Source: an optimization exercise on an open RTL-to-GDS flow (aim: small area, a short achievable clock period and few clock cycles per item). Production flows keep margins and buffers that such runs may drop.
RTL that was checked went through simulation tests only; none was proved equivalent to the original.
Power and IR drop assume default switching activity.

## run 1
## fce_tx
module fce_tx (
    input  wire        clk,
    input  wire        rst,
    input  wire        reg_wr,
    input  wire [4:0]  reg_addr,
    input  wire [31:0] reg_wdata,
    output reg  [31:0] reg_rdata,
    output wire        busy,
    output reg         mem_en,
    output reg  [3:0]  mem_we,
    output reg  [9:0]  mem_addr,
    output reg  [31:0] mem_wdata,
    input  wire [31:0] mem_rdata
);
For scale: about 4700 cells after synthesis, roughly 560 flip-flops, roughly 150 I/O pins, about 0.037 mm^2 of cells after synthesis.
clock: 6.5 ns
lec_check: 0
cap_margin: 20
core_margin: 2
core_utilization: 45
place_density: 0.6
slew_margin: 20
run.sh (not shown) runs the stock make flow with config.mk's settings and CLKGATE_MAP_FILE= SYNTH_SCRIPT=/design/flow/synth_recipe.tcl, a recipe that flattens the netlist after the stock synthesis.
Run 1 reached the final stage; the timing, DRC and antenna checks on its layout passed.
Testbench counts of run 1, summed over its fixed seeds: cycles 40,687, commands 908.
Edits applied to the flow inputs when going from run 1 to run 2:
--- a/flow/config.mk
+++ b/flow/config.mk
@@ -11,0 +12 @@
+export SETUP_SLACK_MARGIN = 2.7
Notes after the runs:
All of run 1 and run 2 finish clean. Routed wire in run 2 totals more than in run 1. Diff run 1 and run 2: clock group share of total power higher in run 1. Total CTS buffers for run 2 is lower than for run 1. Comparing run 1 against run 2, there is no change at all in area after synthesis.
[inputs] run 3 vs run 2
--- a/flow/config.mk
+++ b/flow/config.mk
@@ -12 +12 @@
-export SETUP_SLACK_MARGIN = 2.7
+export SETUP_SLACK_MARGIN = 2.4
==> comparison <==
- In the metrics for run 2 and run 3, the one carrying the higher slew of the pin with the lowest slew margin is run 3.
- Comparing run 2 and run 3, minimum period implied by the final worst setup slack is higher on run 2.
- Run comparison: run 3 startpoint-to-endpoint class of the critical path in2out; run 2 startpoint-to-endpoint class of the critical path reg2reg
- The required time of the critical path of run 3 is lower than that of run 2.
- Status: total track usage parity (run 3, run 2)
- Clock-pin slew reported for the worst setup and hold paths after clock tree synthesis: run 3 vs run 2 — no meaningful difference
- Changes observed in run 3 relative to run 2: hold slack went down by 5.0 ps; number of vias after detailed routing increased 166; portion of the clock cycle consumed by the worst path in the final layout down 0.59 points; final cell count did not really move.

========
Setup of run A:
fce_tx, a different RTL version from the one above (not shown whole).
For scale: ~490 flip-flops, about 0.033 mm2 of cells after synthesis.
clock: 6.5 ns
lec_check: 0
cap_margin: 20
core_margin: 2
core_utilization: 45
place_density: 0.6
setup_slack_margin: 2.8
slew_margin: 20
> inputs changed (run A -> run B)
- SETUP_SLACK_MARGIN: 2.8 -> 2.0
Results
Critical path depth was lower in run B than in run A.
Ratio of total power to cell area sits higher in run B than in run A.
Looking at run B and run A, the sum of internal, switching and leakage power is a wash.
Run B: combined area of the multi-input logic cells lower than run A
Run B against run A; total via count after detailed routing is down by a few percent.
For run C, these inputs were changed with respect to run B:
- a change of SETUP_SLACK_MARGIN from 2.0 to 2.4
### Flow results
Run C: flow completed, timing, DRC and antenna clean. Final design instance area without fill: run C worse than run B. For run C, the slowest stage cell on the critical path was edfxtp_1, unlike run B, where it was a221oi_1. Compared with run B, run C shows a higher power share of the clock group. Net count of the mapped netlist came out exactly the same in run B and run C. Relative to run B, the detailed placement HPWL of run C is higher by about 2.3%. Changes observed in run C relative to run B: layout overhead on the synthesized area has increased; starting DRC count in detailed routing has decreased; critical path depth has increased. On total power, run C does worse than run B. Summary of the comparison: global-route wire length before repair is higher in run C, relative to run B. Final wirelength grows by a few percent when moving from run B to run C. Combinational group share of total power: run B and run C compared, lower one is run B.
No functional check of the RTL was part of any run of this note.

========
fce_tx, a different RTL version from the one above (not shown whole).
Size in the first run: about 150 I/O pins.
export LEC_CHECK = 0
export CAP_MARGIN = 10
export CORE_MARGIN = 2
export CORE_UTILIZATION = 45
export PLACE_DENSITY = 0.6
export SETUP_SLACK_MARGIN = 2.4
export SLEW_MARGIN = 10
create_clock -name core_clock -period 6.5 [get_ports {clk}]
Testbench counts at the start, summed over its fixed seeds: cycles 40,519, commands 908.
==> next run, changes <==
- ABC_AREA: not set -> 1
- CAP_MARGIN: 10 -> 20
- SETUP_SLACK_MARGIN: 2.4 -> 1.8
- SLEW_MARGIN: 10 -> 20
The new run passed the timing, DRC and antenna checks.
Maximum frequency is about the same.
Design area came out lower by about 6.6%.
Via count is about the same.
Power came out higher by 42%.
Die area came out higher by about 1.4%.
Clock-buffer cell count came out lower by 8.
Sequential cell count stays the same.
Wire length came out lower by about 5%.
Clock skew came out higher by 0.0033 ns.
Critical path depth came out lower by 8.
Worst hold slack stays flat.
==> next run, changes <==
- ABC_AREA: 1 -> not set
- SETUP_SLACK_MARGIN: 1.8 -> 2.4
Combinational power went down by about 64%.
Fmax is about the same.
Count of clock-buffer cells in the layout climbs by 8.
Power goes down by 29%.
Global-route usage is higher by 2.3 points.
Final area went up by about 7%.
Via count barely changes.
Sequential cell count does not change.
Critical path depth goes up by 8.
First-iteration DRC count went up by 12%.
Synthesized area shrinks by 1.4%.

========
Another version of the RTL of fce_tx (not shown whole).
For scale: ~0.036 mm2 of cells after synthesis.
export LEC_CHECK = 0
export CAP_MARGIN = 20
export CORE_MARGIN = 2
export CORE_UTILIZATION = 45
export PLACE_DENSITY = 0.6
export SETUP_SLACK_MARGIN = 2.4
export SLEW_MARGIN = 20
create_clock -name core_clock -period 6.5 [get_ports {clk}]
Change:
Settings changed: SETUP_SLACK_MARGIN 2.4 to 2.7.
What happened: The changed run completed without violations; routed wire length rises by 1.7%; die area does not change; cell count rose by 1.7%; via count went up by 2.5%; worst hold slack hardly moves; flip-flop and latch count stays the same; power is higher by 4.0%; count of clock-buffer cells in the layout is higher by 5; cell area went up by 4.4%; global-route usage climbs by 0.17 points; sequential power is about the same.
Change:
Settings changed: SETUP_SLACK_MARGIN 2.7 to 2.4, TNS_END_PERCENT set to 10.
Outcome: The changed run completed without violations. Die area is unchanged. Cell count went down by 2.7%. Cell area drops by 6.3%.
Function was not checked in any run of this note: the RTL went through the layout flow alone.

========
Setup of red:
fce_tx with an RTL version that a note above also has.
Size: roughly 34,000 um^2 of cells after synthesis.
Design fce_tx, start of the top module:
module fce_tx (
    input  wire        clk,
    input  wire        rst,
    input  wire        reg_wr,
    input  wire [4:0]  reg_addr,
    input  wire [31:0] reg_wdata,
    output reg  [31:0] reg_rdata,
    output wire        busy,
    output reg         mem_en,
    output reg  [3:0]  mem_we,
    output reg  [9:0]  mem_addr,
    output reg  [31:0] mem_wdata,
    input  wire [31:0] mem_rdata
);
==> flow/config.mk <==
export PLATFORM = sky130hd
export DESIGN_NAME = fce_tx
export DESIGN_NICKNAME = fce_tx
export VERILOG_FILES = /design/flow/design.v
export SDC_FILE = /design/flow/constraint.sdc
export NUM_CORES = 4
export LEC_CHECK = 0
export ABC_AREA = 1
export CAP_MARGIN = 20
export CORE_MARGIN = 2
export CORE_UTILIZATION = 45
export PLACE_DENSITY = 0.6
export SETUP_SLACK_MARGIN = 2.4
export SLEW_MARGIN = 20
==> flow/constraint.sdc <==
create_clock -name core_clock -period 6.5 [get_ports {clk}]
set_input_delay 1.3000 -clock core_clock [delete_from_list [all_inputs] [get_ports {clk}]]
set_output_delay 1.3000 -clock core_clock [all_outputs]
set_load 0.01 [all_outputs]
Testbench counts of red, summed over its fixed seeds: cycles 40,519, commands 908.
Here is what was changed in the inputs of blue compared with red.
- SETUP_SLACK_MARGIN now 2.3, was 2.4
- ABC_AREA no longer set, was 1
### Flow results
- Side by side, portion of netlist area occupied by mux cells turned out higher in blue than in red.
- Relative to red, the cell count of blue is lower by about 12%.
- blue vs red, highest-power group: sequential cells vs combinational logic
- The higher synthesized area came out of red.
- Of red and blue, the run reporting the lower critical-path maximum fanout was blue.
- The count of input and output buffers on blue is in line with that on red.
- There was hardly any difference in count of flip-flops with a built-in enable after synthesis between red and blue.
- Higher final-layout worst hold slack was reported by red, not blue.
- blue ends up with higher global routing met1 resource utilization than red does.
Inputs modified between blue and green:
- SETUP_SLACK_MARGIN changed from 2.3 to 2.0
- ABC_AREA newly set to 1
==> comparison <==
Comparing blue and green, register area share after synthesis is higher on blue. Lower buffering overhead among blue and green: green. Global routing met2 resource utilization, blue and green, lower one = green. Relative to blue, the sequential share of power of green is lower by 8.6 points. in2reg as the critical path start-end classification was reported by blue, and in2out by green. [compare] base=blue new=green: total power after layout rose 46%, clock skew rose 0.014 ns, worst setup slack rose 0.091 ns. Via total after detailed routing: lower on blue. Diff blue -> green | power share of the combinational group | increase of 18 points. green: multi-input combinational cell area is 6.1% lower than what blue reported.
## Diff of input files: orange against green
- SETUP_SLACK_MARGIN now 2.2, was 2.0
[summary]
- In summary, orange completed successfully, with a layout that passed the timing, DRC and antenna checks.
- green went all the way through the flow, and no timing, DRC or antenna check failed.
- Compared with green, orange shows a sequential share of layout area that is 0.63 points lower.
- Between orange and green, it is orange whose fill cell instance count of the final layout is lower, by 1.6%.
- Between orange and green, internal power is higher for orange, green comes in under that.
For purple, these inputs were changed with respect to orange:
- SETUP_SLACK_MARGIN: 2.2 -> 2.6
### Flow results
Looking at number of antenna diodes across orange and purple, the one that comes out higher is purple. Delta (purple minus orange): global-route usage moved up; arrival time of the worst setup path shows a reduction of 1.71 ns; number of clock buffers in the layout rose about 8%. Placed wire-length estimate after detailed placement: higher on orange. For number of gates resized after cts, dividing the value from orange by the value from purple gives 0.48. | pin count of the biggest net entering global routing | purple vs orange | 36 lower |. Delta(sequential portion of the cell area, purple - orange) < 0. Launch point of the critical path = reg_addr[0]: purple; launch point of the critical path = reg_wdata[2]: orange.

## separate check: timing with driven ports
The flow's constraints put no driver on any port. The routed layouts listed below were extracted and timed again, unchanged, in two steps.
Step 1 sets driving cells, clkbuf_16 on the clock port and buf_2 on the other inputs (assumed; they add their load-dependent delay and slew).
Step 2 adds t to the input delays and takes it off the output delays; t is the mean of the earliest and latest rising clock arrival at the registers after step 1. Input paths then give back, and output paths get back, about the clock's delay inside the block.
a / b / c = ideal ports / drivers / drivers and shift; a / b = the first two.
| run | t (ns) | slack for setup (ns) | worst hold slack (ns) | worst setup path at the end |
|---|---|---|---|---|
| run 1 | 0.699 | 0.665 / 0.635 / 0.276 | 0.458 / 0.458 / 0.458 | input to register |
| run 2 | 0.730 | 2.065 / 2.065 / 1.590 | 0.459 / 0.459 / 0.459 | input to register |
| run 3 | 0.708 | 2.103 / 2.039 / 1.636 | 0.454 / 0.454 / 0.454 | input to register |
| run A | 0.720 | 1.672 / 1.600 / 1.124 | 0.455 / 0.455 / 0.455 | input to register |
| run B | 0.718 | 1.436 / 1.436 / 0.992 | 0.455 / 0.455 / 0.455 | input to register |
| run C | 0.722 | 1.523 / 1.450 / 1.070 | 0.461 / 0.461 / 0.461 | input to register |
| the first run of note 3 | 0.734 | 1.790 / 1.798 / 1.097 | 0.468 / 0.468 / 0.468 | input to register |
| the second run of note 3 | 0.718 | 1.798 / 1.772 / 1.217 | 0.469 / 0.469 / 0.469 | input to register |
| the third run of note 3 | 0.739 | 1.795 / 1.797 / 1.107 | 0.467 / 0.467 / 0.467 | input to register |
| the first run of note 4 | 0.725 | 1.947 / 1.947 / 1.322 | 0.458 / 0.458 / 0.458 | input to register |
| the second run of note 4 | 0.726 | 1.650 / 1.619 / 1.278 | 0.456 / 0.456 / 0.456 | input to register |
| the third run of note 4 | 0.728 | 1.780 / 1.717 / 1.234 | 0.461 / 0.461 / 0.461 | input to register |
| red | 0.718 | 2.144 / 2.097 / 1.487 | 0.472 / 0.472 / 0.472 | input to register |
| blue | 0.722 | 1.845 / 1.827 / 1.173 | 0.460 / 0.460 / 0.460 | input to register |
| green | 0.742 | 1.936 / 1.913 / 1.312 | 0.475 / 0.475 / 0.475 | input to register |
| orange | 0.732 | 2.009 / 2.043 / 1.311 | 0.475 / 0.475 / 0.475 | input to register |
| purple | 0.744 | 2.051 / 1.987 / 1.357 | 0.485 / 0.485 / 0.485 | input to register |
After both steps every run listed still meets setup and hold. The setup slack of orange, which loses most, moves by +0.034 ns with the drivers and by -0.698 ns with both steps.
